Context: an optimization exercise on an open-source flow, tuned for small area, a short achievable clock period and few clock cycles per item. The choices shown serve that exercise and are no tape-out recipe. At most, simulation tests tie the RTL to the original design; equivalence was not proved. For runs 1, 3 and 4, only the layout was checked, not whether the RTL still works. Power is estimated from default activity; no workload was simulated.

[flow/design.v]
module eo_pktcipher (
    input  wire       clk,
    input  wire       rst,
    input  wire       start,
    input  wire       dec,
    input  wire [7:0] key,
    input  wire [6:0] len,
    output wire       ready,
    input  wire       in_valid,
    input  wire [7:0] in_byte,
    output wire       in_ready,
    output reg        out_valid,
    output reg  [7:0] out_byte
);
    function [14:0] keytab;
        input [6:0] h;
        begin
            case (h)
            7'd0: keytab = {7'd0, 8'd255};
            7'd1: keytab = {7'd85, 8'd85};
            7'd2: keytab = {7'd102, 8'd51};
            7'd3: keytab = {7'd91, 8'd36};
            7'd4: keytab = {7'd28, 8'd28};
            7'd5: keytab = {7'd81, 8'd23};
            7'd6: keytab = {7'd98, 8'd19};
            7'd7: keytab = {7'd119, 8'd17};
            7'd8: keytab = {7'd120, 8'd15};
            7'd9: keytab = {7'd13, 8'd13};
            7'd10: keytab = {7'd30, 8'd12};
            7'd11: keytab = {7'd83, 8'd11};
            7'd12: keytab = {7'd20, 8'd10};
            7'd13: keytab = {7'd9, 8'd9};
            7'd14: keytab = {7'd26, 8'd8};
            7'd15: keytab = {7'd111, 8'd8};
            7'd16: keytab = {7'd112, 8'd7};
            7'd17: keytab = {7'd69, 8'd7};
            7'd18: keytab = {7'd86, 8'd6};
            7'd19: keytab = {7'd75, 8'd6};
            7'd20: keytab = {7'd12, 8'd6};
            7'd21: keytab = {7'd65, 8'd5};
            7'd22: keytab = {7'd82, 8'd5};
            7'd23: keytab = {7'd103, 8'd5};
            7'd24: keytab = {7'd104, 8'd5};
            7'd25: keytab = {7'd125, 8'd5};
            7'd26: keytab = {7'd14, 8'd4};
            7'd27: keytab = {7'd67, 8'd4};
            7'd28: keytab = {7'd4, 8'd4};
            7'd29: keytab = {7'd121, 8'd4};
            7'd30: keytab = {7'd10, 8'd4};
            7'd31: keytab = {7'd95, 8'd4};
            7'd32: keytab = {7'd96, 8'd3};
            7'd33: keytab = {7'd53, 8'd3};
            7'd34: keytab = {7'd70, 8'd3};
            7'd35: keytab = {7'd59, 8'd3};
            7'd36: keytab = {7'd124, 8'd3};
            7'd37: keytab = {7'd49, 8'd3};
            7'd38: keytab = {7'd66, 8'd3};
            7'd39: keytab = {7'd87, 8'd3};
            7'd40: keytab = {7'd88, 8'd3};
            7'd41: keytab = {7'd109, 8'd3};
            7'd42: keytab = {7'd126, 8'd3};
            7'd43: keytab = {7'd51, 8'd2};
            7'd44: keytab = {7'd116, 8'd2};
            7'd45: keytab = {7'd105, 8'd2};
            7'd46: keytab = {7'd122, 8'd2};
            7'd47: keytab = {7'd79, 8'd2};
            7'd48: keytab = {7'd80, 8'd2};
            7'd49: keytab = {7'd37, 8'd2};
            7'd50: keytab = {7'd54, 8'd2};
            7'd51: keytab = {7'd43, 8'd2};
            7'd52: keytab = {7'd108, 8'd2};
            7'd53: keytab = {7'd33, 8'd2};
            7'd54: keytab = {7'd50, 8'd2};
            7'd55: keytab = {7'd71, 8'd2};
            7'd56: keytab = {7'd72, 8'd2};
            7'd57: keytab = {7'd93, 8'd2};
            7'd58: keytab = {7'd110, 8'd2};
            7'd59: keytab = {7'd35, 8'd2};
            7'd60: keytab = {7'd100, 8'd2};
            7'd61: keytab = {7'd89, 8'd2};
            7'd62: keytab = {7'd106, 8'd2};
            7'd63: keytab = {7'd63, 8'd2};
            7'd64: keytab = {7'd64, 8'd1};
            7'd65: keytab = {7'd21, 8'd1};
            7'd66: keytab = {7'd38, 8'd1};
            7'd67: keytab = {7'd27, 8'd1};
            7'd68: keytab = {7'd92, 8'd1};
            7'd69: keytab = {7'd17, 8'd1};
            7'd70: keytab = {7'd34, 8'd1};
            7'd71: keytab = {7'd55, 8'd1};
            7'd72: keytab = {7'd56, 8'd1};
            7'd73: keytab = {7'd77, 8'd1};
            7'd74: keytab = {7'd94, 8'd1};
            7'd75: keytab = {7'd19, 8'd1};
            7'd76: keytab = {7'd84, 8'd1};
            7'd77: keytab = {7'd73, 8'd1};
            7'd78: keytab = {7'd90, 8'd1};
            7'd79: keytab = {7'd47, 8'd1};
            7'd80: keytab = {7'd48, 8'd1};
            7'd81: keytab = {7'd5, 8'd1};
            7'd82: keytab = {7'd22, 8'd1};
            7'd83: keytab = {7'd11, 8'd1};
            7'd84: keytab = {7'd76, 8'd1};
            7'd85: keytab = {7'd1, 8'd1};
            7'd86: keytab = {7'd18, 8'd1};
            7'd87: keytab = {7'd39, 8'd1};
            7'd88: keytab = {7'd40, 8'd1};
            7'd89: keytab = {7'd61, 8'd1};
            7'd90: keytab = {7'd78, 8'd1};
            7'd91: keytab = {7'd3, 8'd1};
            7'd92: keytab = {7'd68, 8'd1};
            7'd93: keytab = {7'd57, 8'd1};
            7'd94: keytab = {7'd74, 8'd1};
            7'd95: keytab = {7'd31, 8'd1};
            7'd96: keytab = {7'd32, 8'd1};
            7'd97: keytab = {7'd117, 8'd1};
            7'd98: keytab = {7'd6, 8'd1};
            7'd99: keytab = {7'd123, 8'd1};
            7'd100: keytab = {7'd60, 8'd1};
            7'd101: keytab = {7'd113, 8'd1};
            7'd102: keytab = {7'd2, 8'd1};
            7'd103: keytab = {7'd23, 8'd1};
            7'd104: keytab = {7'd24, 8'd1};
            7'd105: keytab = {7'd45, 8'd1};
            7'd106: keytab = {7'd62, 8'd1};
            7'd107: keytab = {7'd115, 8'd1};
            7'd108: keytab = {7'd52, 8'd1};
            7'd109: keytab = {7'd41, 8'd1};
            7'd110: keytab = {7'd58, 8'd1};
            7'd111: keytab = {7'd15, 8'd1};
            7'd112: keytab = {7'd16, 8'd1};
            7'd113: keytab = {7'd101, 8'd1};
            7'd114: keytab = {7'd118, 8'd1};
            7'd115: keytab = {7'd107, 8'd1};
            7'd116: keytab = {7'd44, 8'd1};
            7'd117: keytab = {7'd97, 8'd1};
            7'd118: keytab = {7'd114, 8'd1};
            7'd119: keytab = {7'd7, 8'd1};
            7'd120: keytab = {7'd8, 8'd1};
            7'd121: keytab = {7'd29, 8'd1};
            7'd122: keytab = {7'd46, 8'd1};
            7'd123: keytab = {7'd99, 8'd1};
            7'd124: keytab = {7'd36, 8'd1};
            7'd125: keytab = {7'd25, 8'd1};
            7'd126: keytab = {7'd42, 8'd1};
            7'd127: keytab = {7'd127, 8'd1};
            endcase
        end
    endfunction
    function [5:0] ffs64;
        input [63:0] v;
        reg   [7:0]  any;
        reg   [2:0]  sub [0:7];
        reg   [2:0]  g;
        integer      i, b;
        begin
            for (i = 0; i < 8; i = i + 1) begin
                any[i] = |v[8*i +: 8];
                sub[i] = 3'd0;
                for (b = 7; b >= 0; b = b - 1)
                    if (v[8*i + b]) sub[i] = b[2:0];
            end
            g = 3'd0;
            for (i = 7; i >= 0; i = i - 1)
                if (any[i]) g = i[2:0];
            ffs64 = {g, sub[g]};
        end
    endfunction
    function [5:0] fls64;
        input [63:0] v;
        reg   [7:0]  any;
        reg   [2:0]  sub [0:7];
        reg   [2:0]  g;
        integer      i, b;
        begin
            for (i = 0; i < 8; i = i + 1) begin
                any[i] = |v[8*i +: 8];
                sub[i] = 3'd0;
                for (b = 0; b < 8; b = b + 1)
                    if (v[8*i + b]) sub[i] = b[2:0];
            end
            g = 3'd0;
            for (i = 0; i < 8; i = i + 1)
                if (any[i]) g = i[2:0];
            fls64 = {g, sub[g]};
        end
    endfunction
    function [63:0] gtmask;
        input [5:0] p;
        integer x;
        begin
            for (x = 0; x < 64; x = x + 1)
                gtmask[x] = (x > p);
        end
    endfunction
    reg [7:0]  mem [0:63];
    reg [63:0] flg;
    reg       ready_r, in_ready_r;
    reg       acc_q, xv_q;
    reg [7:0] key_q, byte_q;
    reg [6:0] len_q;
    reg       dec_q;
    assign ready    = ready_r;
    assign in_ready = in_ready_r;
    reg        ld_v;             
    reg [6:0]  ld_base, ld_n, ld_cnt;
    reg        ld_dec, ld_byp, ld_b0ff, ld_tog;
    reg [5:0]  ld_wlo, ld_whi;
    reg [6:0]  wptr;             
    reg [6:0]  p_inv, p_tm;
    reg [7:0]  p_lim;
    reg        p_knz;
    reg        pd_v;
    reg [6:0]  pd_base, pd_n;
    reg        pd_dec, pd_byp;
    reg [6:0]  o_rem;
    reg [5:0]  o_plo, o_phi;
    reg        o_tog, o_inter, o_swap, o_flip;
    reg [6:0]  o_base, o_end;
    reg [5:0]  o_bm1;
    reg [6:0]  fp;               
    wire [6:0] b_eff   = acc_q ? wptr  : ld_base;
    wire [6:0] n_eff   = acc_q ? len_q : ld_n;
    wire       dec_eff = acc_q ? dec_q : ld_dec;
    wire [6:0] t_eff   = acc_q ? 7'd0  : (ld_cnt + {6'd0, xv_q});    
    wire [6:0] rem     = n_eff - t_eff;                              
    wire       rem_gt1 = (rem > 7'd1);
    wire       rem_gt0 = (rem != 7'd0);
    wire [6:0] rb      = b_eff - fp;
    wire [6:0] s_cur   = rb + t_eff;
    wire [6:0] s_nxt   = rb + t_eff + 7'd1;
    wire [6:0] s_end   = rb + n_eff - 7'd1;
    wire       ok_cur  = dec_eff ? (t_eff == 7'd0 ? !rb[6] : !s_end[6]) : !s_cur[6];
    wire       ok_nxt  = dec_eff ? !s_end[6] : !s_nxt[6];
    wire [6:0] w_fp    = wptr - fp;
    wire       ok_new  = !w_fp[6];
    wire       ld_done = ld_v && (ld_cnt == ld_n);
    wire       pop     = pd_v && (o_rem == 7'd0);
    wire       ld_mv   = ld_done && (!pd_v || pop);
    wire       ld_v_d  = acc_q || (ld_v && !ld_mv);
    wire       pd_v_d  = ld_mv || (pd_v && !pop);
    wire       room    = !(ld_v_d && pd_v_d);
    wire       acc_now  = start && ready_r;
    wire       xfer_now = in_valid && in_ready_r;
    always @(posedge clk) begin
        key_q  <= key;
        len_q  <= len;
        dec_q  <= dec;
        byte_q <= in_byte;
        if (rst) begin
            ready_r    <= 1'b1;
            in_ready_r <= 1'b0;
            acc_q      <= 1'b0;
            xv_q       <= 1'b0;
        end else begin
            acc_q <= acc_now;
            xv_q  <= xfer_now;
            if (acc_now)
                in_ready_r <= ok_new;
            else if (xfer_now)
                in_ready_r <= rem_gt1 && ok_nxt;
            else
                in_ready_r <= rem_gt0 && ok_cur;
            ready_r <= !acc_now && room && !rem_gt1 && !(rem_gt0 && !xfer_now);
        end
    end
    wire       use_hi = ld_dec && ld_tog;
    wire [5:0] wslot  = use_hi ? ld_whi : ld_wlo;
    wire [7:0] bx     = byte_q ^ {ld_dec, 7'd0};
    wire [7:0] prod   = bx * {p_inv, 1'b1};
    wire [7:0] kodd = key_q[0] ? key_q :
                      key_q[1] ? {1'd0, key_q[7:1]} :
                      key_q[2] ? {2'd0, key_q[7:2]} :
                      key_q[3] ? {3'd0, key_q[7:3]} :
                      key_q[4] ? {4'd0, key_q[7:4]} :
                      key_q[5] ? {5'd0, key_q[7:5]} :
                      key_q[6] ? {6'd0, key_q[7:6]} : {7'd0, key_q[7]};
    wire [6:0] ktm  = key_q[0] ? 7'h00 : key_q[1] ? 7'h01 : key_q[2] ? 7'h03 :
                      key_q[3] ? 7'h07 : key_q[4] ? 7'h0f : key_q[5] ? 7'h1f :
                      key_q[6] ? 7'h3f : 7'h7f;
    wire [14:0] ktab = keytab(kodd[7:1]);
    reg        w2_v, w2_lz;
    reg [5:0]  w2_slot;
    reg [7:0]  w2_byte, w2_prod;
    always @(posedge clk) begin
        if (acc_q) begin
            p_inv <= ktab[14:8];
            p_lim <= ktab[7:0];
            p_tm  <= ktm;
            p_knz <= |key_q;
        end
        w2_slot <= wslot;
        w2_byte <= byte_q;
        w2_prod <= prod;
        w2_lz   <= p_knz && ((bx & {1'b0, p_tm}) == 8'd0);
        if (w2_v) begin
            mem[w2_slot] <= w2_byte;
            flg[w2_slot] <= w2_lz && (w2_prod <= p_lim);
        end
        if (rst) begin
            w2_v    <= 1'b0;
            ld_v    <= 1'b0;
            ld_n    <= 7'd0;
            ld_cnt  <= 7'd0;
            wptr    <= 7'd0;
            pd_v    <= 1'b0;
        end else begin
            w2_v <= xv_q;
            if (acc_q) begin
                ld_base <= wptr;
                ld_n    <= len_q;
                ld_dec  <= dec_q;
                ld_cnt  <= 7'd0;
                ld_byp  <= (len_q <= 7'd2);
                ld_tog  <= 1'b0;
                ld_wlo  <= wptr[5:0];
                ld_whi  <= wptr[5:0] + len_q[5:0] - 6'd1;
                wptr    <= wptr + len_q;
            end else if (xv_q) begin
                ld_cnt <= ld_cnt + 7'd1;
                ld_tog <= ld_tog ^ ld_dec;
                if (use_hi)
                    ld_whi <= ld_whi - 6'd1;
                else
                    ld_wlo <= ld_wlo + 6'd1;
                if (ld_cnt == 7'd0)
                    ld_b0ff <= (byte_q == 8'hFF);
                if (ld_cnt == 7'd1 && ld_b0ff && byte_q == 8'hFF)
                    ld_byp <= 1'b1;
            end
            ld_v <= ld_v_d;
            pd_v <= pd_v_d;
            if (ld_mv) begin
                pd_base <= ld_base;
                pd_n    <= ld_n;
                pd_dec  <= ld_dec;
                pd_byp  <= ld_byp;
            end
        end
    end
    reg        s1_v, s1_fwd, s1_last;
    reg [5:0]  s1_p;
    wire       o_hi = o_inter && o_tog;
    always @(posedge clk) begin
        if (rst) begin
            o_rem <= 7'd0;
            s1_v  <= 1'b0;
        end else if (o_rem != 7'd0) begin
            s1_v    <= 1'b1;
            s1_p    <= o_hi ? o_phi : o_plo;
            s1_fwd  <= !o_hi;
            s1_last <= (o_rem == 7'd1);
            if (o_hi)
                o_phi <= o_phi - 6'd1;
            else
                o_plo <= o_plo + 6'd1;
            o_tog <= o_tog ^ o_inter;
            o_rem <= o_rem - 7'd1;
        end else if (pop) begin
            s1_v    <= 1'b1;
            s1_p    <= pd_base[5:0];
            s1_fwd  <= 1'b1;
            s1_last <= (pd_n == 7'd1);
            o_rem   <= pd_n - 7'd1;
            o_plo   <= pd_base[5:0] + 6'd1;
            o_phi   <= pd_base[5:0] + pd_n[5:0] - 6'd1;
            o_inter <= (pd_dec == pd_byp);
            o_tog   <= (pd_dec == pd_byp);
            o_swap  <= !pd_byp;
            o_flip  <= !pd_byp;
            o_base  <= pd_base;
            o_end   <= pd_base + pd_n;
            o_bm1   <= pd_base[5:0] - 6'd1;
        end else begin
            s1_v <= 1'b0;
        end
    end
    wire [63:0] stop_up = ~flg | (64'd1 << o_end[5:0]);
    wire [63:0] stop_dn = ~flg | (64'd1 << o_bm1);
    wire [63:0] gt      = gtmask(s1_p);
    wire [63:0] lt      = ~gt & ~(64'd1 << s1_p);
    wire [63:0] cu      = stop_up & gt;
    wire [63:0] cd      = stop_dn & lt;
    wire [5:0]  xu      = (|cu) ? ffs64(cu) : ffs64(stop_up);
    wire [5:0]  xd      = (|cd) ? fls64(cd) : fls64(stop_dn);
    wire        s1_swp  = o_swap && flg[s1_p];
    reg        s2_v, s2_fwd, s2_last, s2_swp, s2_flip;
    reg [5:0]  s2_p, s2_a, s2_b;
    reg [6:0]  s2_base, s2_end;
    always @(posedge clk) begin
        s2_p    <= s1_p;
        s2_a    <= s1_swp ? xd + 6'd1 : s1_p;
        s2_b    <= xu - 6'd1;
        s2_swp  <= s1_swp;
        s2_fwd  <= s1_fwd;
        s2_last <= s1_last;
        s2_flip <= o_flip;
        s2_base <= o_base;
        s2_end  <= o_end;
        if (rst)
            s2_v <= 1'b0;
        else
            s2_v <= s1_v;
    end
    reg        s3_v, s3_flip;
    reg [5:0]  s3_rd;
    wire [6:0] a_abs = {s2_base[6] ^ (s2_a < s2_base[5:0]), s2_a};
    always @(posedge clk) begin
        s3_rd   <= s2_swp ? (s2_a + s2_b - s2_p) : s2_p;
        s3_flip <= s2_flip;
        if (rst) begin
            s3_v <= 1'b0;
            fp   <= 7'd0;
        end else begin
            s3_v <= s2_v;
            if (s2_v && s2_last)
                fp <= s2_end;
            else if (s2_v && s2_fwd)
                fp <= a_abs - 7'd1;
        end
    end
    always @(posedge clk) begin
        out_byte <= mem[s3_rd] ^ {s3_flip, 7'd0};
        if (rst)
            out_valid <= 1'b0;
        else
            out_valid <= s3_v;
    end
endmodule
[flow/run.sh]
#!/bin/bash
# synth_recipe.tcl (not shown) runs the flow's synth.tcl, then flattens the netlist and writes it again
# the make line also repeats each setting of config.mk as NAME=value (left out here)
make -C /OpenROAD-flow-scripts/flow DESIGN_CONFIG=/design/flow/config.mk WORK_HOME=/design/flow/orfs CLKGATE_MAP_FILE= SYNTH_SCRIPT=/design/flow/synth_recipe.tcl finish
[flow/config.mk]
export PLATFORM = sky130hd
export DESIGN_NAME = eo_pktcipher
export DESIGN_NICKNAME = eo_pktcipher
export VERILOG_FILES = /design/flow/design.v
export SDC_FILE = /design/flow/constraint.sdc
export NUM_CORES = 4
export LEC_CHECK = 0
export CAP_MARGIN = 20
export CORE_MARGIN = 2
export CORE_UTILIZATION = 40
export PLACE_DENSITY = 0.6
export SLEW_MARGIN = 20
[flow/constraint.sdc]
create_clock -name core_clock -period 15.0 [get_ports {clk}]
set_input_delay 3.0000 -clock core_clock [delete_from_list [all_inputs] [get_ports {clk}]]
set_output_delay 3.0000 -clock core_clock [all_outputs]
set_load 0.01 [all_outputs]
==> results.json, run 1 <==
{
  "setup_viol_count_final": 0,
  "synth_sequential_area_ratio": 0.541,
  "postSynthRegisterBits": 824,
  "grt_pass1_wl_mm": 193,
  "route.final.wire_length_mm": 131,
  "chipWidth_um": 332,
  "max_slew.worst_pin.slew_ns": 1.13,
  "yosysUniqueCellTypes": 103,
  "global_route.overflow_total": 0,
  "firstDrtPassIters": 8,
  "clk-insertion-delay-late_ns": 0.69,
  "cap_viol_max_count": 0,
  "row_count": 120,
  "flip_flop_cell_with_the_highest_count_after_synthesis": "sky130_fd_sc_hd__edfxtp_1",
  "ys.warnings.count": 5,
  "max-vdd-ir-drop_uv": 172,
  "placed_cells": 4806,
  "area_of_the_mapped_netlist_um2": 43100,
  "criticalPathCategory": "reg2reg",
  "timing_max_transition_violations_final": 0,
  "fillers": 9690,
  "fin_nets": 3672,
  "power.static_leakage_nw": 16.5,
  "hold_class": "reg2reg",
  "grt_pass1_vias": 29400,
  "hold_violations": 0,
  "timing.slew.headroom": 0.241,
  "count_of_clock_tree_sinks": 824,
  "critPathCaptureType": "flop",
  "antenna_found_initial": 3,
  "timing.critical_path.fanout_max": 17,
  "io_buffer_count": 38,
  "route.detailed.vias_per_inst": 6.08,
  "period_share": 0.340,
  "maxClockFrequency_mhz": 196,
  "met1_routing_resource_usage_after_global_routing": 0.313,
  "netlist_instances": 3468,
  "tritoncts": "built",
  "drive_above_1_share": 0.136,
  "grt_max_degree": 129,
  "post-route-util": 0.448,
  "most_used_routing_layer_in_global_routing": "met2",
  "dieArea_um2": 110000,
  "dr_iter_0_viols": 3638,
  "startpoint_type": "flop",
  "floorplan.core_area_um2": 107000,
  "cts-resized-gates": 0,
  "fin_skew_ns": 0.0326,
  "met3_usage": 0.0515,
  "root_buffer": "sky130_fd_sc_hd__clkbuf_16",
  "die_h_um": 332,
  "cp_data_required_time_ns": 15.60,
  "initial_core_util": 0.403,
  "design.portCount": 39,
  "avgSynthCellArea_um2": 12.4,
  "place.gp.congestion": 1.01,
  "grtUsageTotal": 0.234,
  "layout_common_cells": "sky130_fd_sc_hd__edfxtp_1 (681), sky130_fd_sc_hd__nand2_1 (297), sky130_fd_sc_hd__nor2_1 (265), sky130_fd_sc_hd__o21ai_0 (194)",
  "maximum_level_of_the_cts_h_tree": 3,
  "cellPowerDensity_nw_per_um2": 169,
  "cts_inserted_buffers": 89,
  "final_common_cell": "sky130_fd_sc_hd__edfxtp_1",
  "finalSetupTns_ns": 0,
  "asyncSetResetFlopFracSynth": 0,
  "post_drt_wl_per_cell_um": 26.3,
  "cts.reportedPaths.clkPinSlew_ns": 0.06,
  "use_met2": 0.370,
  "rsz0062_at_grt": "no",
  "synth_enable_flop_cells": 681,
  "dp.final_hpwl_mm": 90.4,
  "syn_nets": 3646,
  "area_growth_pct": 11.3,
  "drc": 0,
  "setup_bufs_post_cts": 0,
  "period_minus_slack_ns": 5.10,
  "final_cell_count_no_fill": 4974,
  "vias_after_detailed_routing": 30200,
  "cts_buffer_depth": 3,
  "drt.antenna.violating_nets": 0,
  "worst_ep_arrival_ns": 5.71,
  "ctsHoldBuffers": 0,
  "status": "no timing/DRC/antenna violations"
}
## area by class of cell
cell class / instances / area [um^2] / share of cell area
multi-input cells: 2290 / 18400 / 0.383
diodes: 1 / 2.50 / 0.0000521
clock buffers: 117 / 2460 / 0.0513
inverters: 189 / 709 / 0.0148
flip-flops and latches: 824 / 23300 / 0.486
clock inverters: 50 / 469 / 0.00978
repair buffers: 100 / 858 / 0.0179
well taps: 1403 / 1760 / 0.0366
## per-layer routing
metal,part of all wire,vias up
met1,0.41,15000
met5,0.000099,-
li1,-,13300
met3,0.086,371
met4,0.045,2
met2,0.46,1481
## synth_stat cells (all sizes together), types with 10 or more instances
| cell type | number | share of area |
|---|---|---|
| edfxtp | 681 | 0.47 |
| nand2 | 297 | 0.026 |
| nor2 | 270 | 0.024 |
| o21ai | 214 | 0.025 |
| inv | 189 | 0.016 |
| mux4 | 189 | 0.099 |
| dfxtp | 143 | 0.066 |
| a21oi | 135 | 0.016 |
| ha | 126 | 0.037 |
| clkbuf | 105 | 0.0091 |
| xnor2 | 86 | 0.017 |
| buf | 60 | 0.0080 |
| nand3 | 57 | 0.0066 |
| o21a | 50 | 0.0087 |
| a22o | 49 | 0.010 |
| xor2 | 45 | 0.0091 |
| nand4 | 44 | 0.0064 |
| mux2i | 41 | 0.0095 |
| a22oi | 37 | 0.0064 |
| mux2 | 37 | 0.0097 |
| nor3 | 36 | 0.0043 |
| a21o | 35 | 0.0061 |
| and2 | 34 | 0.0049 |
| a211oi | 33 | 0.0060 |
| a31oi | 29 | 0.0042 |
| nand2b | 28 | 0.0041 |
| nor2b | 28 | 0.0041 |
| o211ai | 28 | 0.0050 |
| a21boi | 25 | 0.0044 |
| fa | 24 | 0.011 |
| or2 | 20 | 0.0029 |
| a2bb2oi | 18 | 0.0037 |
| nor4 | 17 | 0.0030 |
| or3 | 16 | 0.0024 |
| o21bai | 15 | 0.0027 |
| nand4b | 14 | 0.0028 |
| o22ai | 13 | 0.0020 |
| o2bb2ai | 13 | 0.0026 |
| and4 | 12 | 0.0025 |
| a211o | 10 | 0.0020 |
| nand3b | 10 | 0.0017 |
| nand4bb | 10 | 0.0027 |
| or4 | 10 | 0.0019 |
## cells by family after synthesis
kind of cell,synth area share
AO/OA/AOI/OAI,0.125
XOR/XNOR,0.0271
adder cells (fa/ha/maj),0.0477
buffers and inverters,0.0336
flip-flops,0.541
multiplexers,0.118
AND/OR/NAND/NOR,0.108
## critical path, stage by stage, from the launching register on
cell	delay [ns]
sky130_fd_sc_hd__edfxtp_1	0.61
sky130_fd_sc_hd__nand2b_1	0.65
sky130_fd_sc_hd__o21ai_0	0.35
sky130_fd_sc_hd__a2bb2o_4	0.30
sky130_fd_sc_hd__or4_4	0.52
sky130_fd_sc_hd__nor4_1	0.48
sky130_fd_sc_hd__nand2_1	0.29
sky130_fd_sc_hd__a211oi_1	0.74
sky130_fd_sc_hd__nor3_2	0.20
sky130_fd_sc_hd__or4_1	0.51
sky130_fd_sc_hd__mux2_2	0.29
sky130_fd_sc_hd__o211ai_2	0.07
## sequential cells by signal (all words and copies together), names as in the netlist, 8 cells and up, named ones only
| signal | count |
|---|---|
| byte_q | 8 |
| flg | 64 |
| key_q | 8 |
| mem | 512 |
| out_byte | 8 |
| p_lim | 8 |
| w2_prod | 8 |
## worst paths after layout
path,from,end,slack (ns),depth (start not counted)
min reg2reg,s2_flip,s3_flip,0.33,0
min,s2_flip,s3_flip,0.33,0
max,o_bm1[4],s2_a[5],9.90,11
max reg2reg,o_bm1[4],s2_a[5],9.90,11
## metrics by stage
| step | cell area (um^2) | hold slack (ns) | power [mW] | worst slack, ns |
|---|---|---|---|---|
| floorplan | 43100 | 0.310 | 5.05 | 9.96 |
| global placement | 45000 | 0.314 | 5.92 | 9.45 |
| detailed placement | 45000 | 0.313 | 5.94 | 9.43 |
| CTS | 48000 | 0.327 | 8.12 | 10.14 |
| global route | 48000 | 0.342 | 8.49 | 9.81 |
| finish | 48000 | 0.326 | 8.09 | 9.90 |
## report_power, final
group / leakage (nW) / switching (mW) / internal [mW] / total [mW]
Sequential: 7.35 / 0.156 / 2.64 / 2.80
Combinational: 7.69 / 1.77 / 1.35 / 3.12
Clock: 1.42 / 0.946 / 1.22 / 2.17
==> run 2, diff against run 1 <==
--- a/flow/design.v
+++ b/flow/design.v
@@ -148,52 +148,76 @@
         end
     endfunction
-    function [5:0] ffs64;
-        input [63:0] v;
-        reg   [7:0]  any;
-        reg   [2:0]  sub [0:7];
-        reg   [2:0]  g;
-        integer      i, b;
+    function [3:0] ffs8;
+        input [7:0] v;
         begin
-            for (i = 0; i < 8; i = i + 1) begin
-                any[i] = |v[8*i +: 8];
-                sub[i] = 3'd0;
-                for (b = 7; b >= 0; b = b - 1)
-                    if (v[8*i + b]) sub[i] = b[2:0];
-            end
-            g = 3'd0;
-            for (i = 7; i >= 0; i = i - 1)
-                if (any[i]) g = i[2:0];
-            ffs64 = {g, sub[g]};
+            ffs8[3] = |v;
+            ffs8[2] = ~|v[3:0];
+            ffs8[1] = ffs8[2] ? ~|v[5:4] : ~|v[1:0];
+            ffs8[0] = ffs8[2] ? (ffs8[1] ? ~v[6] : ~v[4]) : (ffs8[1] ? ~v[2] : ~v[0]);
         end
     endfunction
-    function [5:0] fls64;
-        input [63:0] v;
-        reg   [7:0]  any;
-        reg   [2:0]  sub [0:7];
-        reg   [2:0]  g;
-        integer      i, b;
+    function [3:0] fls8;
+        input [7:0] v;
         begin
-            for (i = 0; i < 8; i = i + 1) begin
-                any[i] = |v[8*i +: 8];
-                sub[i] = 3'd0;
-                for (b = 0; b < 8; b = b + 1)
-                    if (v[8*i + b]) sub[i] = b[2:0];
-            end
-            g = 3'd0;
-            for (i = 0; i < 8; i = i + 1)
-                if (any[i]) g = i[2:0];
-            fls64 = {g, sub[g]};
+            fls8[3] = |v;
+            fls8[2] = |v[7:4];
+            fls8[1] = fls8[2] ? |v[7:6] : |v[3:2];
+            fls8[0] = fls8[2] ? (fls8[1] ? v[7] : v[5]) : (fls8[1] ? v[3] : v[1]);
         end
     endfunction
-    function [63:0] gtmask;
-        input [5:0] p;
-        integer x;
+    function [7:0] abv8;         
+        input [2:0] i;
+        abv8 = 8'hFE << i;
+    endfunction
+    function [7:0] blw8;         
+        input [2:0] i;
+        blw8 = ~(8'hFF << i);
+    endfunction
+    function [7:0] dec8;
+        input [2:0] i;
+        dec8 = 8'h01 << i;
+    endfunction
+    function [7:0] grp;          
+        input [63:0] z;
+        input [2:0]  g;
+        case (g)
+            3'd0:    grp = z[7:0];
+            3'd1:    grp = z[15:8];
+            3'd2:    grp = z[23:16];
+            3'd3:    grp = z[31:24];
+            3'd4:    grp = z[39:32];
+            3'd5:    grp = z[47:40];
+            3'd6:    grp = z[55:48];
+            default: grp = z[63:56];
+        endcase
+    endfunction
+    function [7:0] search1;
+        input        up;
+        input [63:0] z;
+        input [5:0]  p;
+        input [5:0]  m;
+        reg   [7:0]  any, zg, near, fwd, bwd;
+        reg   [2:0]  gp, po, gs;
+        reg   [3:0]  t0, t1, t2;
+        integer      i;
         begin
-            for (x = 0; x < 64; x = x + 1)
-                gtmask[x] = (x > p);
+            gp = p[5:3];
+            po = p[2:0];
+            for (i = 0; i < 8; i = i + 1)
+                any[i] = (|z[8*i +: 8]) | (m[5:3] == i);
+            zg   = grp(z, gp) | (m[5:3] == gp ? dec8(m[2:0]) : 8'd0);
+            near = zg & (up ? abv8(po) : blw8(po));
+            fwd  = any & (up ? abv8(gp) : blw8(gp));
+            bwd  = any & (up ? blw8(gp) : abv8(gp));
+            t0 = up ? ffs8(near) : fls8(near);
+            t1 = up ? ffs8(fwd)  : fls8(fwd);
+            t2 = up ? ffs8(bwd)  : fls8(bwd);
+            gs = t1[3] ? t1[2:0] : t2[3] ? t2[2:0] : gp;
+            search1 = {t0, gs, (m[5:3] == gs)};
         end
     endfunction
     reg [7:0]  mem [0:63];
     reg [63:0] flg;
+    reg       rst_q;
     reg       ready_r, in_ready_r;
     reg       acc_q, xv_q;
@@ -214,8 +238,8 @@
     reg [6:0]  pd_base, pd_n;
     reg        pd_dec, pd_byp;
-    reg [6:0]  o_rem;
-    reg [5:0]  o_plo, o_phi;
-    reg        o_tog, o_inter, o_swap, o_flip;
-    reg [6:0]  o_base, o_end;
+    reg [6:0]  o_rem, o_plo;
+    reg [5:0]  o_phi;
+    reg        o_tog, o_inter, o_swap;
+    reg [6:0]  o_end;
     reg [5:0]  o_bm1;
     reg [6:0]  fp;               
@@ -240,5 +264,5 @@
     wire       ld_v_d  = acc_q || (ld_v && !ld_mv);
     wire       pd_v_d  = ld_mv || (pd_v && !pop);
-    wire       room    = !(ld_v_d && pd_v_d);
+    wire       room    = !(ld_v_d && pd_v_d) && !rst_q;
     wire       acc_now  = start && ready_r;
     wire       xfer_now = in_valid && in_ready_r;
@@ -248,4 +272,5 @@
         dec_q  <= dec;
         byte_q <= in_byte;
+        rst_q  <= rst;
         if (rst) begin
             ready_r    <= 1'b1;
@@ -257,9 +282,9 @@
             xv_q  <= xfer_now;
             if (acc_now)
-                in_ready_r <= ok_new;
+                in_ready_r <= ok_new && !rst_q;
             else if (xfer_now)
                 in_ready_r <= rem_gt1 && ok_nxt;
             else
-                in_ready_r <= rem_gt0 && ok_cur;
+                in_ready_r <= rem_gt0 && ok_cur && !rst_q;
             ready_r <= !acc_now && room && !rem_gt1 && !(rem_gt0 && !xfer_now);
         end
@@ -298,5 +323,5 @@
             flg[w2_slot] <= w2_lz && (w2_prod <= p_lim);
         end
-        if (rst) begin
+        if (rst_q) begin
             w2_v    <= 1'b0;
             ld_v    <= 1'b0;
@@ -340,13 +365,13 @@
     end
     reg        s1_v, s1_fwd, s1_last;
-    reg [5:0]  s1_p;
+    reg [6:0]  s1_p;             
     wire       o_hi = o_inter && o_tog;
     always @(posedge clk) begin
-        if (rst) begin
+        if (rst_q) begin
             o_rem <= 7'd0;
             s1_v  <= 1'b0;
         end else if (o_rem != 7'd0) begin
             s1_v    <= 1'b1;
-            s1_p    <= o_hi ? o_phi : o_plo;
+            s1_p    <= o_hi ? {1'b0, o_phi} : o_plo;
             s1_fwd  <= !o_hi;
             s1_last <= (o_rem == 7'd1);
@@ -354,20 +379,18 @@
                 o_phi <= o_phi - 6'd1;
             else
-                o_plo <= o_plo + 6'd1;
+                o_plo <= o_plo + 7'd1;
             o_tog <= o_tog ^ o_inter;
             o_rem <= o_rem - 7'd1;
         end else if (pop) begin
             s1_v    <= 1'b1;
-            s1_p    <= pd_base[5:0];
+            s1_p    <= pd_base;
             s1_fwd  <= 1'b1;
             s1_last <= (pd_n == 7'd1);
             o_rem   <= pd_n - 7'd1;
-            o_plo   <= pd_base[5:0] + 6'd1;
+            o_plo   <= pd_base + 7'd1;
             o_phi   <= pd_base[5:0] + pd_n[5:0] - 6'd1;
             o_inter <= (pd_dec == pd_byp);
             o_tog   <= (pd_dec == pd_byp);
             o_swap  <= !pd_byp;
-            o_flip  <= !pd_byp;
-            o_base  <= pd_base;
             o_end   <= pd_base + pd_n;
             o_bm1   <= pd_base[5:0] - 6'd1;
@@ -376,54 +399,63 @@
         end
     end
-    wire [63:0] stop_up = ~flg | (64'd1 << o_end[5:0]);
-    wire [63:0] stop_dn = ~flg | (64'd1 << o_bm1);
-    wire [63:0] gt      = gtmask(s1_p);
-    wire [63:0] lt      = ~gt & ~(64'd1 << s1_p);
-    wire [63:0] cu      = stop_up & gt;
-    wire [63:0] cd      = stop_dn & lt;
-    wire [5:0]  xu      = (|cu) ? ffs64(cu) : ffs64(stop_up);
-    wire [5:0]  xd      = (|cd) ? fls64(cd) : fls64(stop_dn);
-    wire        s1_swp  = o_swap && flg[s1_p];
-    reg        s2_v, s2_fwd, s2_last, s2_swp, s2_flip;
-    reg [5:0]  s2_p, s2_a, s2_b;
-    reg [6:0]  s2_base, s2_end;
+    wire [5:0] p1     = s1_p[5:0];
+    wire       f1     = flg[p1];
+    wire [7:0] su     = search1(1'b1, ~flg, p1, o_end[5:0]);
+    wire [7:0] sd     = search1(1'b0, ~flg, p1, o_bm1);
+    reg        s2_v, s2_swp, s2_flip;
+    reg [5:0]  s2_p;
+    reg [7:0]  s2_su, s2_sd;
+    reg [2:0]  s2_mu, s2_md;
     always @(posedge clk) begin
-        s2_p    <= s1_p;
-        s2_a    <= s1_swp ? xd + 6'd1 : s1_p;
-        s2_b    <= xu - 6'd1;
-        s2_swp  <= s1_swp;
-        s2_fwd  <= s1_fwd;
-        s2_last <= s1_last;
-        s2_flip <= o_flip;
-        s2_base <= o_base;
-        s2_end  <= o_end;
-        if (rst)
+        s2_p    <= p1;
+        s2_swp  <= o_swap && f1;
+        s2_flip <= o_swap;
+        s2_su   <= su;
+        s2_sd   <= sd;
+        s2_mu   <= o_end[2:0];
+        s2_md   <= o_bm1[2:0];
+        if (rst_q) begin
             s2_v <= 1'b0;
-        else
+            fp   <= 7'd0;
+        end else begin
             s2_v <= s1_v;
+            if (s1_v && s1_last)
+                fp <= o_end;
+            else if (s1_v && s1_fwd && !(o_swap && f1))
+                fp <= s1_p;
+        end
     end
-    reg        s3_v, s3_flip;
-    reg [5:0]  s3_rd;
-    wire [6:0] a_abs = {s2_base[6] ^ (s2_a < s2_base[5:0]), s2_a};
+    wire [7:0] zu  = grp(~flg, s2_su[3:1]) | (s2_su[0] ? dec8(s2_mu) : 8'd0);
+    wire [7:0] zd  = grp(~flg, s2_sd[3:1]) | (s2_sd[0] ? dec8(s2_md) : 8'd0);
+    wire [3:0] fu  = ffs8(zu);
+    wire [3:0] fd  = fls8(zd);
+    wire [5:0] xu  = s2_su[7] ? {s2_p[5:3], s2_su[6:4]} : {s2_su[3:1], fu[2:0]};
+    wire [5:0] xd  = s2_sd[7] ? {s2_p[5:3], s2_sd[6:4]} : {s2_sd[3:1], fd[2:0]};
+    reg        s3_v, s3_swp, s3_flip;
+    reg [5:0]  s3_p, s3_xu, s3_xd;
     always @(posedge clk) begin
-        s3_rd   <= s2_swp ? (s2_a + s2_b - s2_p) : s2_p;
+        s3_p    <= s2_p;
+        s3_xu   <= xu;
+        s3_xd   <= xd;
+        s3_swp  <= s2_swp;
         s3_flip <= s2_flip;
-        if (rst) begin
+        if (rst_q)
             s3_v <= 1'b0;
-            fp   <= 7'd0;
-        end else begin
+        else
             s3_v <= s2_v;
-            if (s2_v && s2_last)
-                fp <= s2_end;
-            else if (s2_v && s2_fwd)
-                fp <= a_abs - 7'd1;
-        end
     end
+    reg        s4_v, s4_flip;
+    reg [5:0]  s4_rd;
     always @(posedge clk) begin
-        out_byte <= mem[s3_rd] ^ {s3_flip, 7'd0};
-        if (rst)
-            out_valid <= 1'b0;
+        s4_rd   <= s3_swp ? (s3_xu + s3_xd - s3_p) : s3_p;
+        s4_flip <= s3_flip;
+        if (rst_q)
+            s4_v <= 1'b0;
         else
-            out_valid <= s3_v;
+            s4_v <= s3_v;
+    end
+    always @(posedge clk) begin
+        out_byte <= mem[s4_rd] ^ {s4_flip, 7'd0};
+        out_valid <= s4_v && !rst && !rst_q;
     end
 endmodule
==> run 2 against run 1 <==
Against the previous run: total power fell by 3.9%; core utilization rose by 0.33 points; still clean on timing, DRC and antenna; first-iteration DRC count fell by 23%; critical path depth rose by 7; cell area fell by 7.4%.
==> results.json, run 2 <==
{
  "layout_common_cells": "sky130_fd_sc_hd__edfxtp_1 (676), sky130_fd_sc_hd__nand2_1 (204), sky130_fd_sc_hd__nor2_1 (198), sky130_fd_sc_hd__mux4_2 (194), sky130_fd_sc_hd__inv_1 (187)",
  "drt.antenna.violating_nets": 0,
  "final_common_cell": "sky130_fd_sc_hd__edfxtp_1",
  "floorplan.core_area_um2": 98400,
  "hold-worst-slack_ns": 0.325,
  "max_slew.worst_pin.slew_ns": 1.16,
  "grt_pass1_vias": 24200,
  "area_growth_pct": 11.7,
  "root_buffer": "sky130_fd_sc_hd__clkbuf_16",
  "finalSetupTns_ns": 0,
  "antenna_found_initial": 2,
  "row_count": 115,
  "rsz0062_at_grt": "no",
  "avgSynthCellArea_um2": 13.8,
  "cp_data_required_time_ns": 15.56,
  "postSynthRegisterBits": 835,
  "criticalPathCategory": "reg2reg",
  "post_synth_main_area_contributors": "sky130_fd_sc_hd__edfxtp_1 (51%), sky130_fd_sc_hd__mux4_2 (11%), sky130_fd_sc_hd__dfxtp_1 (8.0%)",
  "vias_after_detailed_routing": 24500,
  "period_share": 0.321,
  "netlist_instances": 2878,
  "timing.critical_path.fanout_max": 74,
  "startpoint_type": "flop",
  "asyncSetResetFlopFracSynth": 0,
  "dr_iter_0_viols": 2787,
  "route.detailed.vias_per_inst": 5.77,
  "grt_pass1_wl_mm": 153,
  "timing_max_transition_violations_final": 0,
  "layout.area.seq_um2": 23500,
  "route.final.wire_length_mm": 101,
  "hold_class": "reg2reg",
  "cellPowerDensity_nw_per_um2": 175,
  "max-vdd-ir-drop_uv": 110,
  "yosysUniqueCellTypes": 84,
  "chipWidth_um": 319,
  "grtUsageTotal": 0.197,
  "dieArea_um2": 102000,
  "antenna_cells": 0,
  "grt_max_degree": 75,
  "dp.final_hpwl_mm": 67.6,
  "design.portCount": 39,
  "io_buffer_count": 38,
  "post-place-ws_ns": 10.15,
  "synth_enable_flop_cells": 676,
  "hold_violations": 0,
  "maxClockFrequency_mhz": 208,
  "setup_viol_count_final": 0,
  "drc": 0,
  "power.static_leakage_nw": 15.4,
  "initial_core_util": 0.404,
  "minimum_setup_slack_in_the_final_design_ns": 10.19,
  "largestRegisters": "mem (512), flg (64)",
  "largest_register_ff_count": 512,
  "firstDrtPassIters": 6,
  "yosysMostFrequentCell": "sky130_fd_sc_hd__edfxtp_1",
  "drive_above_1_share": 0.144,
  "final_cell_count_no_fill": 4252,
  "post_synth_most_frequent_cells": "sky130_fd_sc_hd__edfxtp_1 (676), sky130_fd_sc_hd__nand2_1 (204), sky130_fd_sc_hd__nor2_1 (198), sky130_fd_sc_hd__mux4_2 (194), sky130_fd_sc_hd__inv_1 (187)",
  "synth_sequential_area_ratio": 0.590,
  "worst_ep_arrival_ns": 5.38,
  "placed_cells": 4085,
  "clk-insertion-delay-late_ns": 0.68,
  "cts_inserted_buffers": 88,
  "period_minus_slack_ns": 4.81,
  "timing.slew.headroom": 0.226,
  "multiInputGateArea_um2": 14900,
  "maximum_level_of_the_cts_h_tree": 3,
  "synth_top_cell_by_area": "sky130_fd_sc_hd__edfxtp_1",
  "synth_top_area_share": 0.510,
  "count_of_clock_tree_sinks": 835,
  "post_drt_wl_per_cell_um": 23.8,
  "setup_bufs_post_cts": 0,
  "area_of_the_mapped_netlist_um2": 39800,
  "die_h_um": 319,
  "fillers": 8644,
  "flip_flop_cell_with_the_highest_count_after_synthesis": "sky130_fd_sc_hd__edfxtp_1",
  "ctsHoldBuffers": 0,
  "design_power_total_mw": 7.77,
  "global_route.overflow_total": 0,
  "ys.warnings.count": 1,
  "cts_buffer_depth": 3,
  "critPathCaptureType": "flop",
  "place.gp.congestion": 0.933,
  "cap_viol_max_count": 0,
  "fin_skew_ns": 0.0413,
  "status": "no timing/DRC/antenna violations",
  "cts-resized-gates": 0,
  "tritoncts": "built",
  "registers.top_by_ff_count": "mem",
  "cts.reportedPaths.clkPinSlew_ns": 0.06,
  "syn_nets": 3049,
  "fin_nets": 3060
}
-- run 2: cell types whose count changed after synthesis, moves of 24 or more --
| cell | previous run | this run |
|---|---|---|
| sky130_fd_sc_hd__nand2_1 | 297 | 204 |
| sky130_fd_sc_hd__a21oi_1 | 134 | 98 |
| sky130_fd_sc_hd__a22oi_1 | 37 | 4 |
| sky130_fd_sc_hd__o31ai_1 | 9 | 33 |
| sky130_fd_sc_hd__nor2_1 | 268 | 198 |
| sky130_fd_sc_hd__o21ai_0 | 194 | 68 |
| sky130_fd_sc_hd__o21a_1 | 50 | 5 |
| sky130_fd_sc_hd__nand3_1 | 57 | 33 |
-- run 2: final timing paths --
path / to / startpoint / slack, ns / cells past startpoint
worst min-delay path: s3_swp / s2_swp / 0.33 / 0
worst max-delay path: in_ready_r / acc_q / 10.19 / 18
worst min register to register: s3_swp / s2_swp / 0.33 / 0
worst max register to register: in_ready_r / acc_q / 10.19 / 18
-- run 2: cells by family after synthesis --
family          after synthesis  share of synthesized area
compound gates              448                     0.0763
xor+xnor                    127                     0.0287
fa+ha+maj                   143                     0.0495
buf+inv                     334                     0.0344
flops                       835                      0.590
mux                         289                      0.136
simple gates                702                     0.0851
-- run 2: worst max-delay path, stage by stage, from the launching register on --
cell,delay (ns)
sky130_fd_sc_hd__dfxtp_2,0.31
sky130_fd_sc_hd__buf_4,0.68
sky130_fd_sc_hd__o21ai_0,0.42
sky130_fd_sc_hd__ha_1,0.37
sky130_fd_sc_hd__a21o_1,0.18
sky130_fd_sc_hd__a21o_1,0.19
sky130_fd_sc_hd__a21o_1,0.18
sky130_fd_sc_hd__a21o_1,0.18
sky130_fd_sc_hd__xor2_1,0.23
sky130_fd_sc_hd__inv_1,0.07
sky130_fd_sc_hd__ha_1,0.27
sky130_fd_sc_hd__inv_1,0.04
sky130_fd_sc_hd__ha_1,0.28
sky130_fd_sc_hd__nand3_1,0.07
sky130_fd_sc_hd__o21ai_0,0.19
sky130_fd_sc_hd__xnor3_1,0.25
sky130_fd_sc_hd__and2_1,0.17
sky130_fd_sc_hd__a2111o_1,0.39
sky130_fd_sc_hd__a311oi_2,0.22
-- run 2: layer usage --
layer / wire (um) / global-route usage
met5: 13 / 0
met4: 2270 / 0.0553
met3: 6610 / 0.0279
met2: 48900 / 0.320
met1: 43300 / 0.276
-- run 2: layout make-up --
cell class,count,share of cell area
Clock inverter,54,0.0142
Tap cell,1287,0.0362
Clock buffer,112,0.0548
Inverter,189,0.0160
Multi-Input combinational cell,1709,0.336
Sequential cell,835,0.529
Timing Repair Buffer,66,0.0137
-- run 2: power breakdown --
part | switching (mW) | leakage [nW] | internal (mW)
Clock | 0.945 | 1.49 | 1.32
Sequential | 0.247 | 7.43 | 2.70
Combinational | 1.36 | 6.49 | 1.21
-- run 2: stage by stage --
stage                     instance area [um^2]  utilization
after floorplan                          39800            -
after global placement                   41300        0.420
after detailed placement                 41400        0.420
after CTS                                44400        0.451
after global routing                     44400        0.452
final                                    44400        0.452
Testbench counts of run 2, summed over its fixed seeds: cycles 45,961, bytes 34,425.
==> run 3, diff against run 2 <==
--- a/flow/design.v
+++ b/flow/design.v
@@ -251,5 +251,6 @@
     wire       rem_gt1 = (rem > 7'd1);
     wire       rem_gt0 = (rem != 7'd0);
-    wire [6:0] rb      = b_eff - fp;
+    reg  [6:0] rbq, rwq;
+    wire [6:0] rb      = acc_q ? rwq : rbq;
     wire [6:0] s_cur   = rb + t_eff;
     wire [6:0] s_nxt   = rb + t_eff + 7'd1;
@@ -257,6 +258,5 @@
     wire       ok_cur  = dec_eff ? (t_eff == 7'd0 ? !rb[6] : !s_end[6]) : !s_cur[6];
     wire       ok_nxt  = dec_eff ? !s_end[6] : !s_nxt[6];
-    wire [6:0] w_fp    = wptr - fp;
-    wire       ok_new  = !w_fp[6];
+    wire       ok_new  = !rwq[6];
     wire       ld_done = ld_v && (ld_cnt == ld_n);
     wire       pop     = pd_v && (o_rem == 7'd0);
@@ -273,4 +273,6 @@
         byte_q <= in_byte;
         rst_q  <= rst;
+        rbq    <= b_eff - fp;
+        rwq    <= wptr - fp;
         if (rst) begin
             ready_r    <= 1'b1;
@@ -364,16 +366,31 @@
         end
     end
-    reg        s1_v, s1_fwd, s1_last;
-    reg [6:0]  s1_p;             
-    wire       o_hi = o_inter && o_tog;
+    reg        s1_v, s1_swp;
+    reg [5:0]  s1_p;
+    wire       o_hi   = o_inter && o_tog;
+    wire       o_idle = (o_rem == 7'd0);
+    wire [6:0] p0 = o_idle ? pd_base : o_hi ? {1'b0, o_phi} : o_plo;
+    wire       f0 = (o_idle ? !pd_byp : o_swap) && flg[p0[5:0]];
     always @(posedge clk) begin
+        if (rst_q)
+            fp <= 7'd0;
+        else if (!o_idle) begin
+            if (o_rem == 7'd1)
+                fp <= o_end;
+            else if (!o_hi && !f0)
+                fp <= o_plo;
+        end else if (pop) begin
+            if (pd_n == 7'd1)
+                fp <= pd_base + 7'd1;
+            else if (!f0)
+                fp <= pd_base;
+        end
         if (rst_q) begin
             o_rem <= 7'd0;
             s1_v  <= 1'b0;
-        end else if (o_rem != 7'd0) begin
+        end else if (!o_idle) begin
             s1_v    <= 1'b1;
-            s1_p    <= o_hi ? {1'b0, o_phi} : o_plo;
-            s1_fwd  <= !o_hi;
-            s1_last <= (o_rem == 7'd1);
+            s1_p    <= p0[5:0];
+            s1_swp  <= f0;
             if (o_hi)
                 o_phi <= o_phi - 6'd1;
@@ -384,7 +401,6 @@
         end else if (pop) begin
             s1_v    <= 1'b1;
-            s1_p    <= pd_base;
-            s1_fwd  <= 1'b1;
-            s1_last <= (pd_n == 7'd1);
+            s1_p    <= p0[5:0];
+            s1_swp  <= f0;
             o_rem   <= pd_n - 7'd1;
             o_plo   <= pd_base + 7'd1;
@@ -399,6 +415,5 @@
         end
     end
-    wire [5:0] p1     = s1_p[5:0];
-    wire       f1     = flg[p1];
+    wire [5:0] p1     = s1_p;
     wire [7:0] su     = search1(1'b1, ~flg, p1, o_end[5:0]);
     wire [7:0] sd     = search1(1'b0, ~flg, p1, o_bm1);
@@ -409,5 +424,5 @@
     always @(posedge clk) begin
         s2_p    <= p1;
-        s2_swp  <= o_swap && f1;
+        s2_swp  <= s1_swp;
         s2_flip <= o_swap;
         s2_su   <= su;
@@ -415,14 +430,8 @@
         s2_mu   <= o_end[2:0];
         s2_md   <= o_bm1[2:0];
-        if (rst_q) begin
+        if (rst_q)
             s2_v <= 1'b0;
-            fp   <= 7'd0;
-        end else begin
+        else
             s2_v <= s1_v;
-            if (s1_v && s1_last)
-                fp <= o_end;
-            else if (s1_v && s1_fwd && !(o_swap && f1))
-                fp <= s1_p;
-        end
     end
     wire [7:0] zu  = grp(~flg, s2_su[3:1]) | (s2_su[0] ? dec8(s2_mu) : 8'd0);
@@ -446,7 +455,9 @@
     end
     reg        s4_v, s4_flip;
-    reg [5:0]  s4_rd;
+    reg [5:0]  s4_rd, s4_rdn;    
+    wire [5:0] rd3 = s3_swp ? (s3_xu + s3_xd - s3_p) : s3_p;
     always @(posedge clk) begin
-        s4_rd   <= s3_swp ? (s3_xu + s3_xd - s3_p) : s3_p;
+        s4_rd   <= rd3;
+        s4_rdn  <= ~rd3;
         s4_flip <= s3_flip;
         if (rst_q)
@@ -455,6 +466,9 @@
             s4_v <= s3_v;
     end
+    wire [7:0] rd_lo = mem[s4_rd];
+    wire [7:0] rd_hi = mem[~s4_rdn];
     always @(posedge clk) begin
-        out_byte <= mem[s4_rd] ^ {s4_flip, 7'd0};
+        out_byte[3:0] <= rd_lo[3:0];
+        out_byte[7:4] <= rd_hi[7:4] ^ {s4_flip, 3'd0};
         out_valid <= s4_v && !rst && !rst_q;
     end
==> flow/flow/run.sh (new file) <==
#!/bin/bash
# Layout flow: the standard ORFS flow (standard synthesis included), with
# the port buffers inserted at placement made buf_4 cells instead of the
# default pick. Each tool's output goes to the ORFS logs under orfs/logs/;
# make's own output is kept in flow_make.log.
set -euo pipefail
export BUFFER_PORTS_ARGS="-buffer_cell sky130_fd_sc_hd__buf_4"
bash standard.sh > flow_make.log 2>&1
==> flow/standard.sh (new file) <==
#!/bin/bash
# synth_recipe.tcl (not shown) runs the flow's synth.tcl, then flattens the netlist and writes it again
# the make line also repeats each setting of config.mk as NAME=value (left out here)
make -C /OpenROAD-flow-scripts/flow DESIGN_CONFIG=/design/flow/config.mk WORK_HOME=/design/flow/orfs CLKGATE_MAP_FILE= SYNTH_SCRIPT=/design/flow/synth_recipe.tcl "${@:-finish}"
removed: flow/run.sh
==> run 3 against run 2 <==
Against the previous run: routed wire length rose by 2.4%; cell count increased by 7.0%; global-route usage grew 0.22 points; via count up 3.7%; sequential power up 5%; largest power group unchanged.
==> results.json, run 3 <==
{
  "status": "no timing/DRC/antenna violations",
  "rsz0062_at_grt": "no",
  "dieArea_um2": 105000,
  "maxClockFrequency_mhz": 226,
  "postSynthRegisterBits": 853,
  "power.share.clock": 0.286,
  "finalSetupTns_ns": 0,
  "drt.antenna.violating_nets": 0,
  "worst_path_max_stage_delay_ns": 0.55,
  "synth_top_family_by_area": "multiplexers",
  "cts-resized-gates": 0,
  "timing_max_transition_violations_final": 0,
  "internal_power_mw": 5.35,
  "fin_nets": 3264,
  "ctsHoldBuffers": 0,
  "cts_buffer_depth": 3,
  "hold_class": "reg2reg",
  "clk-insertion-delay-late_ns": 0.67,
  "place.gp.congestion": 0.912,
  "syn_nets": 3252,
  "multiplexer_share_of_the_synthesized_area": 0.129,
  "setup_viol_count_final": 0,
  "tritoncts": "built",
  "drive_above_1_share": 0.153,
  "setup_bufs_post_cts": 0,
  "layout_common_cells": "sky130_fd_sc_hd__edfxtp_1 (674), sky130_fd_sc_hd__nor2_1 (240), sky130_fd_sc_hd__nand2_1 (239), sky130_fd_sc_hd__mux4_2 (185), sky130_fd_sc_hd__inv_1 (178)",
  "max_slew.worst_pin.slew_ns": 1.08,
  "critPathCaptureType": "output pin",
  "synth-xor-area-share": 0.0336,
  "floorplan.core_area_um2": 101000,
  "maximum_level_of_the_cts_h_tree": 3,
  "grt_pass1_vias": 24900,
  "startpoint_type": "flop",
  "count_of_clock_tree_sinks": 853,
  "cp_data_required_time_ns": 12.00,
  "slowest_stage": "sky130_fd_sc_hd__dfxtp_1",
  "fin_skew_ns": 0.0453,
  "design.portCount": 39,
  "flip_flop_cell_with_the_highest_count_after_synthesis": "sky130_fd_sc_hd__edfxtp_1",
  "synth_enable_flop_cells": 674,
  "path_buf_inv": 1,
  "post_synth_main_area_contributors": "sky130_fd_sc_hd__edfxtp_1 (50%), sky130_fd_sc_hd__mux4_2 (10%), sky130_fd_sc_hd__dfxtp_1 (8.8%)",
  "p_sw_mw": 2.72,
  "vias_after_detailed_routing": 25400,
  "timing.critical_path.cells": "buf_4",
  "post_drt_wl_per_cell_um": 22.8,
  "synth_top_area_share": 0.496,
  "worst_r2r_path_depth": 12,
  "largest_register_ff_count": 512,
  "largestRegisters": "mem (512), flg (64)",
  "initial_core_util": 0.402,
  "sw_frac_of_total": 0.337,
  "sequential_power_share": 0.383,
  "worst_ep_arrival_ns": 1.42,
  "timing.critical_path.fanout_max": 1,
  "area_growth_pct": 11.8,
  "synth_top_cell_by_area": "sky130_fd_sc_hd__edfxtp_1",
  "root_buffer": "sky130_fd_sc_hd__clkbuf_16",
  "cellPowerDensity_nw_per_um2": 177,
  "hold_violations": 0,
  "yosysMostFrequentCell": "sky130_fd_sc_hd__edfxtp_1",
  "hold_depth": 0,
  "dp.final_hpwl_mm": 69.8,
  "route.detailed.vias_per_inst": 5.59,
  "timing.slew.headroom": 0.259,
  "registers.top_by_ff_count": "mem",
  "dr_iter_0_viols": 2801,
  "synth_simple_gate_area_frac": 0.0944,
  "synth_adder_area_share": 0.0462,
  "firstDrtPassIters": 5,
  "final_common_cell": "sky130_fd_sc_hd__edfxtp_1",
  "cts_inserted_buffers": 91,
  "synth_sequential_area_ratio": 0.584,
  "fillers": 9067,
  "max-vdd-ir-drop_uv": 93.1,
  "area_of_the_mapped_netlist_um2": 40800,
  "comb_power_share": 0.331,
  "route.final.wire_length_mm": 104,
  "io_buffer_count": 38,
  "criticalPathCategory": "reg2out",
  "period_share": 0.295,
  "synth-compound-area-share": 0.0813,
  "cp_top_family": "flip-flops",
  "critical_path_cell_count": 1,
  "avgSynthCellArea_um2": 13.2,
  "cap_viol_max_count": 0,
  "ys.warnings.count": 1,
  "grt_max_degree": 69,
  "post_synth_most_frequent_cells": "sky130_fd_sc_hd__edfxtp_1 (674), sky130_fd_sc_hd__nor2_1 (241), sky130_fd_sc_hd__nand2_1 (239), sky130_fd_sc_hd__mux4_2 (185), sky130_fd_sc_hd__dfxtp_1 (179)",
  "power.static_leakage_nw": 16.0,
  "drc": 0,
  "chipWidth_um": 323,
  "grt_pass1_wl_mm": 157,
  "grtUsageTotal": 0.199,
  "period_minus_slack_ns": 4.42,
  "global_route.overflow_total": 0,
  "cts.reportedPaths.clkPinSlew_ns": 0.07,
  "row_count": 117,
  "netlist_instances": 3087,
  "post-route-util": 0.450,
  "asyncSetResetFlopFracSynth": 0,
  "die_h_um": 323,
  "antenna_found_initial": 5,
  "yosysUniqueCellTypes": 87
}
-- run 3: cell count changes in the layout (fill, tap and decap cells not counted), sizes merged, moves of 23 or more --
cell and change:
a21oi +23, nand3 +31, o21ai +27, nor2 +45
buf +47, xnor2 +23, nand2 +35, clkdlybuf4s50 -38
-- run 3: final timing paths --
kind	start	end	slack, ns
max	out_byte[7]	out_byte[7]	10.58
min	s3_flip	s4_flip	0.31
max reg2reg	o_rem[0]	fp[5]	11.02
min reg2reg	s3_flip	s4_flip	0.31
-- run 3: through the flow --
step / worst slack (ns) / total power, mW / hold slack, ns / area [um^2] / std cells
finish: 10.58 / 8.07 / 0.306 / 45600 / 4548
global route: 10.57 / 8.50 / 0.322 / 45600 / 4545
CTS: 10.53 / 8.13 / 0.313 / 45600 / 4545
detailed placement: 11.05 / 5.80 / 0.318 / 42500 / 4374
global placement: 11.10 / 5.79 / 0.310 / 42500 / 4374
floorplan: 10.76 / 5.04 / 0.310 / 40800 / 3087
-- run 3: cell type report --
type	instances	area, um^2	share of cell area
antenna	3	7.51	0.000165
clock buffer	117	2500	0.0548
multi-input combinational	1896	15700	0.344
tap	1368	1710	0.0375
clock inverter	54	614	0.0135
sequential	853	23900	0.523
timing repair buffer	75	563	0.0123
inverter	182	686	0.0150
-- run 3: power by group through the flow --
stage               Sequential [mW]  Combinational, mW  Clock [mW]
floorplan                      2.92               2.12           0
global placement               3.14               2.65           0
detailed placement             3.14               2.66           0
CTS                            3.09               2.68        2.36
global route                   3.12               2.93        2.45
finish                         3.09               2.67        2.31
-- run 3: kinds of logic after synthesis --
family | Yosys count
AND/OR/NAND/NOR | 814
buffers and inverters | 338
multiplexers | 288
adder cells (fa/ha/maj) | 137
flip-flops | 853
AO/OA/AOI/OAI | 502
XOR/XNOR | 155
-- run 3: layer usage --
metal	track usage	routed length (um)	up-vias	share of wire
li1	-	-	11600	-
met1	0.284	45800	12700	0.44
met2	0.314	48000	896	0.46
met3	0.0296	7090	157	0.069
met4	0.0640	2620	2	0.025
met5	0	8	-	0.000077
==> run 4, diff against run 3 <==
--- a/flow/design.v
+++ b/flow/design.v
@@ -468,8 +468,12 @@
     wire [7:0] rd_lo = mem[s4_rd];
     wire [7:0] rd_hi = mem[~s4_rdn];
+    reg  [7:0] s5_byte;
+    reg        s5_v;
     always @(posedge clk) begin
-        out_byte[3:0] <= rd_lo[3:0];
-        out_byte[7:4] <= rd_hi[7:4] ^ {s4_flip, 3'd0};
-        out_valid <= s4_v && !rst && !rst_q;
+        s5_byte[3:0] <= rd_lo[3:0];
+        s5_byte[7:4] <= rd_hi[7:4] ^ {s4_flip, 3'd0};
+        s5_v         <= s4_v && !rst && !rst_q;
+        out_byte     <= s5_byte;
+        out_valid    <= s5_v && !rst;
     end
 endmodule
==> run 4 against run 3 <==
Against the previous run: still clean on timing, DRC and antenna; sequential power is essentially flat; sequential cell count grew 9; setup slack lost 0.33 ns; global-route usage grew 0.29 points; synthesized cell count shrank 0.49%; sequential share of layout area grew 0.26 points; first-iteration DRC count shrank 11%; die area is essentially flat; core utilization grew 0.10 points; critical path depth grew 12; critical path type is now reg2reg; largest power group unchanged.
==> results.json, run 4 <==
{
  "post_synth_most_frequent_cells": "sky130_fd_sc_hd__edfxtp_1 (674), sky130_fd_sc_hd__nor2_1 (255), sky130_fd_sc_hd__nand2_1 (228), sky130_fd_sc_hd__dfxtp_1 (188), sky130_fd_sc_hd__inv_1 (185)",
  "fin_skew_ns": 0.0431,
  "rsz0062_at_grt": "no",
  "max-vdd-ir-drop_uv": 94.3,
  "power.static_leakage_nw": 16.0,
  "startpoint_type": "flop",
  "dieArea_um2": 105000,
  "layout_common_cells": "sky130_fd_sc_hd__edfxtp_1 (674), sky130_fd_sc_hd__nor2_1 (255), sky130_fd_sc_hd__nand2_1 (227), sky130_fd_sc_hd__inv_1 (185), sky130_fd_sc_hd__mux4_2 (178)",
  "dr_iter_0_viols": 2502,
  "sw_frac_of_total": 0.340,
  "cellPowerDensity_nw_per_um2": 180,
  "timing.critical_path.fanout_max": 16,
  "summed_area_of_non_filler_cells_in_the_final_layout_um2": 45700,
  "timing_max_transition_violations_final": 0,
  "cts_buffer_depth": 3,
  "hold_violations": 0,
  "fillers": 9030,
  "syn_nets": 3237,
  "final_common_cell": "sky130_fd_sc_hd__edfxtp_1",
  "grtUsageTotal": 0.202,
  "grt_pass1_vias": 24700,
  "synth_sequential_area_ratio": 0.588,
  "netlist_instances": 3072,
  "flip_flop_cell_with_the_highest_count_after_synthesis": "sky130_fd_sc_hd__edfxtp_1",
  "largest_register_ff_count": 512,
  "cp_data_required_time_ns": 15.58,
  "grt_pass1_wl_mm": 159,
  "design.portCount": 39,
  "critPathCaptureType": "flop",
  "worst_ep_arrival_ns": 5.34,
  "vias_after_detailed_routing": 25400,
  "drive_above_1_share": 0.155,
  "cap_viol_max_count": 0,
  "chipWidth_um": 323,
  "row_count": 117,
  "setup_viol_count_final": 0,
  "route.final.wire_length_mm": 105,
  "floorplan.core_area_um2": 101000,
  "die_h_um": 323,
  "tritoncts": "built",
  "global_route.overflow_total": 0,
  "area_of_the_mapped_netlist_um2": 40800,
  "drt.antenna.violating_nets": 0,
  "grt_max_degree": 74,
  "hold_class": "reg2reg",
  "place.gp.congestion": 0.916,
  "period_minus_slack_ns": 4.76,
  "count_of_clock_tree_sinks": 862,
  "power.share.clock": 0.285,
  "drc": 0,
  "cts_inserted_buffers": 91,
  "asyncSetResetFlopFracSynth": 0,
  "largestRegisters": "mem (512), flg (64)",
  "max_slew.worst_pin.slew_ns": 1.11,
  "cts-resized-gates": 0,
  "ctsHoldBuffers": 0,
  "area_growth_pct": 12.0,
  "status": "no timing/DRC/antenna violations",
  "route.detailed.vias_per_inst": 5.59,
  "antenna_found_initial": 2,
  "root_buffer": "sky130_fd_sc_hd__clkbuf_16",
  "synth_top_cell_by_area": "sky130_fd_sc_hd__edfxtp_1",
  "internal_power_mw": 5.43,
  "timing.slew.headroom": 0.261,
  "period_share": 0.317,
  "setup_bufs_post_cts": 0,
  "antenna_cells": 0,
  "clk-insertion-delay-late_ns": 0.69,
  "dp.final_hpwl_mm": 69.7,
  "avgSynthCellArea_um2": 13.3,
  "postSynthRegisterBits": 862,
  "io_buffer_count": 38,
  "comb_power_share": 0.340,
  "cts.reportedPaths.clkPinSlew_ns": 0.06,
  "post_synth_main_area_contributors": "sky130_fd_sc_hd__edfxtp_1 (50%), sky130_fd_sc_hd__mux4_2 (9.8%), sky130_fd_sc_hd__dfxtp_1 (9.2%)",
  "sequential_power_share": 0.375,
  "yosysUniqueCellTypes": 94,
  "maximum_level_of_the_cts_h_tree": 3,
  "synth_top_area_share": 0.496,
  "placed_cell_area_um2": 42500,
  "synth_enable_flop_cells": 674,
  "firstDrtPassIters": 5,
  "finalSetupTns_ns": 0,
  "maxClockFrequency_mhz": 210,
  "initial_core_util": 0.402,
  "fin_nets": 3255,
  "ys.warnings.count": 1,
  "yosysMostFrequentCell": "sky130_fd_sc_hd__edfxtp_1",
  "p_sw_mw": 2.80,
  "registers.top_by_ff_count": "mem",
  "post_drt_wl_per_cell_um": 23.1,
  "criticalPathCategory": "reg2reg"
}
-- run 4: changes by cell type in the layout (fill, tap and decap cells not counted), moves of 11 or more --
cell / before / now
sky130_fd_sc_hd__a21oi_1: 121 / 140
sky130_fd_sc_hd__nand2_1: 239 / 227
sky130_fd_sc_hd__o21ai_0: 113 / 102
sky130_fd_sc_hd__nor2_1: 240 / 255
sky130_fd_sc_hd__o22ai_1: 11 / 27
sky130_fd_sc_hd__mux2_2: 41 / 52
-- run 4: area by class of cell --
| type | count | area (um^2) | share of cell area |
|---|---|---|---|
| inverter | 188 | 708 | 0.0155 |
| tap | 1368 | 1710 | 0.0374 |
| clock buffer | 132 | 2650 | 0.0580 |
| multi-input combinational | 1873 | 15500 | 0.340 |
| timing repair buffer | 74 | 556 | 0.0121 |
| clock inverter | 40 | 539 | 0.0118 |
| sequential | 862 | 24000 | 0.525 |
-- run 4: per-layer routing --
layer | vias to the layer above | wire, um | share of wire | GRT usage
li1 | 11600 | - | - | -
met1 | 12700 | 46100 | 0.44 | 0.288
met2 | 887 | 48600 | 0.47 | 0.317
met3 | 180 | 6580 | 0.063 | 0.0289
met4 | 0 | 3250 | 0.031 | 0.0679
met5 | - | 0 | 0 | 0
-- run 4: power groups by stage --
stage | Combinational (mW) | Clock (mW) | Sequential [mW]
4_1_cts | 2.81 | 2.39 | 3.09
3_3_place_gp | 2.78 | 0 | 3.14
2_1_floorplan | 2.16 | 0 | 2.96
6_report | 2.80 | 2.35 | 3.09
5_1_grt | 3.05 | 2.49 | 3.12
3_5_place_dp | 2.79 | 0 | 3.14
-- run 4: logic make-up (layout without fill, tap and decap cells) --
family / count (synthesis) / count (layout) / synth area share
DFF: 862 / 862 / 0.588
muxes: 284 / 284 / 0.126
xor gates and xnor gates: 153 / 153 / 0.0332
AOI/OAI and AO/OA: 517 / 517 / 0.0852
adders and majority gates: 138 / 138 / 0.0465
and+or+nand+nor: 781 / 781 / 0.0894
buffers and inverters: 337 / 434 / 0.0318
-- run 4: worst paths after layout --
path	startpoint	end	slack, ns	cells past startpoint
max	o_rem[1]	fp[1]	10.24	13
min	s3_flip	s4_flip	0.31	0
max reg2reg	o_rem[1]	fp[1]	10.24	13
min reg2reg	s3_flip	s4_flip	0.31	0
-- run 4: worst max-delay path: stages, from the launching register on --
cell and delay [ns]:
sky130_fd_sc_hd__dfxtp_1 0.33, sky130_fd_sc_hd__inv_1 0.09, sky130_fd_sc_hd__ha_1 0.21, sky130_fd_sc_hd__nor3b_2 0.54, sky130_fd_sc_hd__nand3_1 0.58, sky130_fd_sc_hd__nand2_1 0.73, sky130_fd_sc_hd__inv_1 0.43, sky130_fd_sc_hd__or3_1 0.40
sky130_fd_sc_hd__and4_1 0.15, sky130_fd_sc_hd__and4bb_1 0.31, sky130_fd_sc_hd__o211ai_4 0.15, sky130_fd_sc_hd__o311ai_4 0.44, sky130_fd_sc_hd__o22ai_1 0.16, sky130_fd_sc_hd__a21oi_1 0.15
-- run 4: through the flow --
step                hold slack [ns]  utilization  power (mW)  cells  setup slack (ns)
detailed placement            0.312        0.419        5.93   4365             10.31
finish                        0.305        0.451        8.23   4537             10.24
floorplan                     0.310            -        5.11   3072             10.63
global placement              0.314        0.419        5.92   4365             10.36
CTS                           0.306        0.451        8.29   4537             10.30
global route                  0.317        0.451        8.65   4537              9.81

Re-timed with assumed drivers on the ports (clkbuf_16 on the clock, buf_2 on other inputs), run 4 has 10.242 ns of setup slack against 10.242 ns with ideal ports, and 10.242 ns once port delays also move by the mid clock arrival of 0.728 ns.
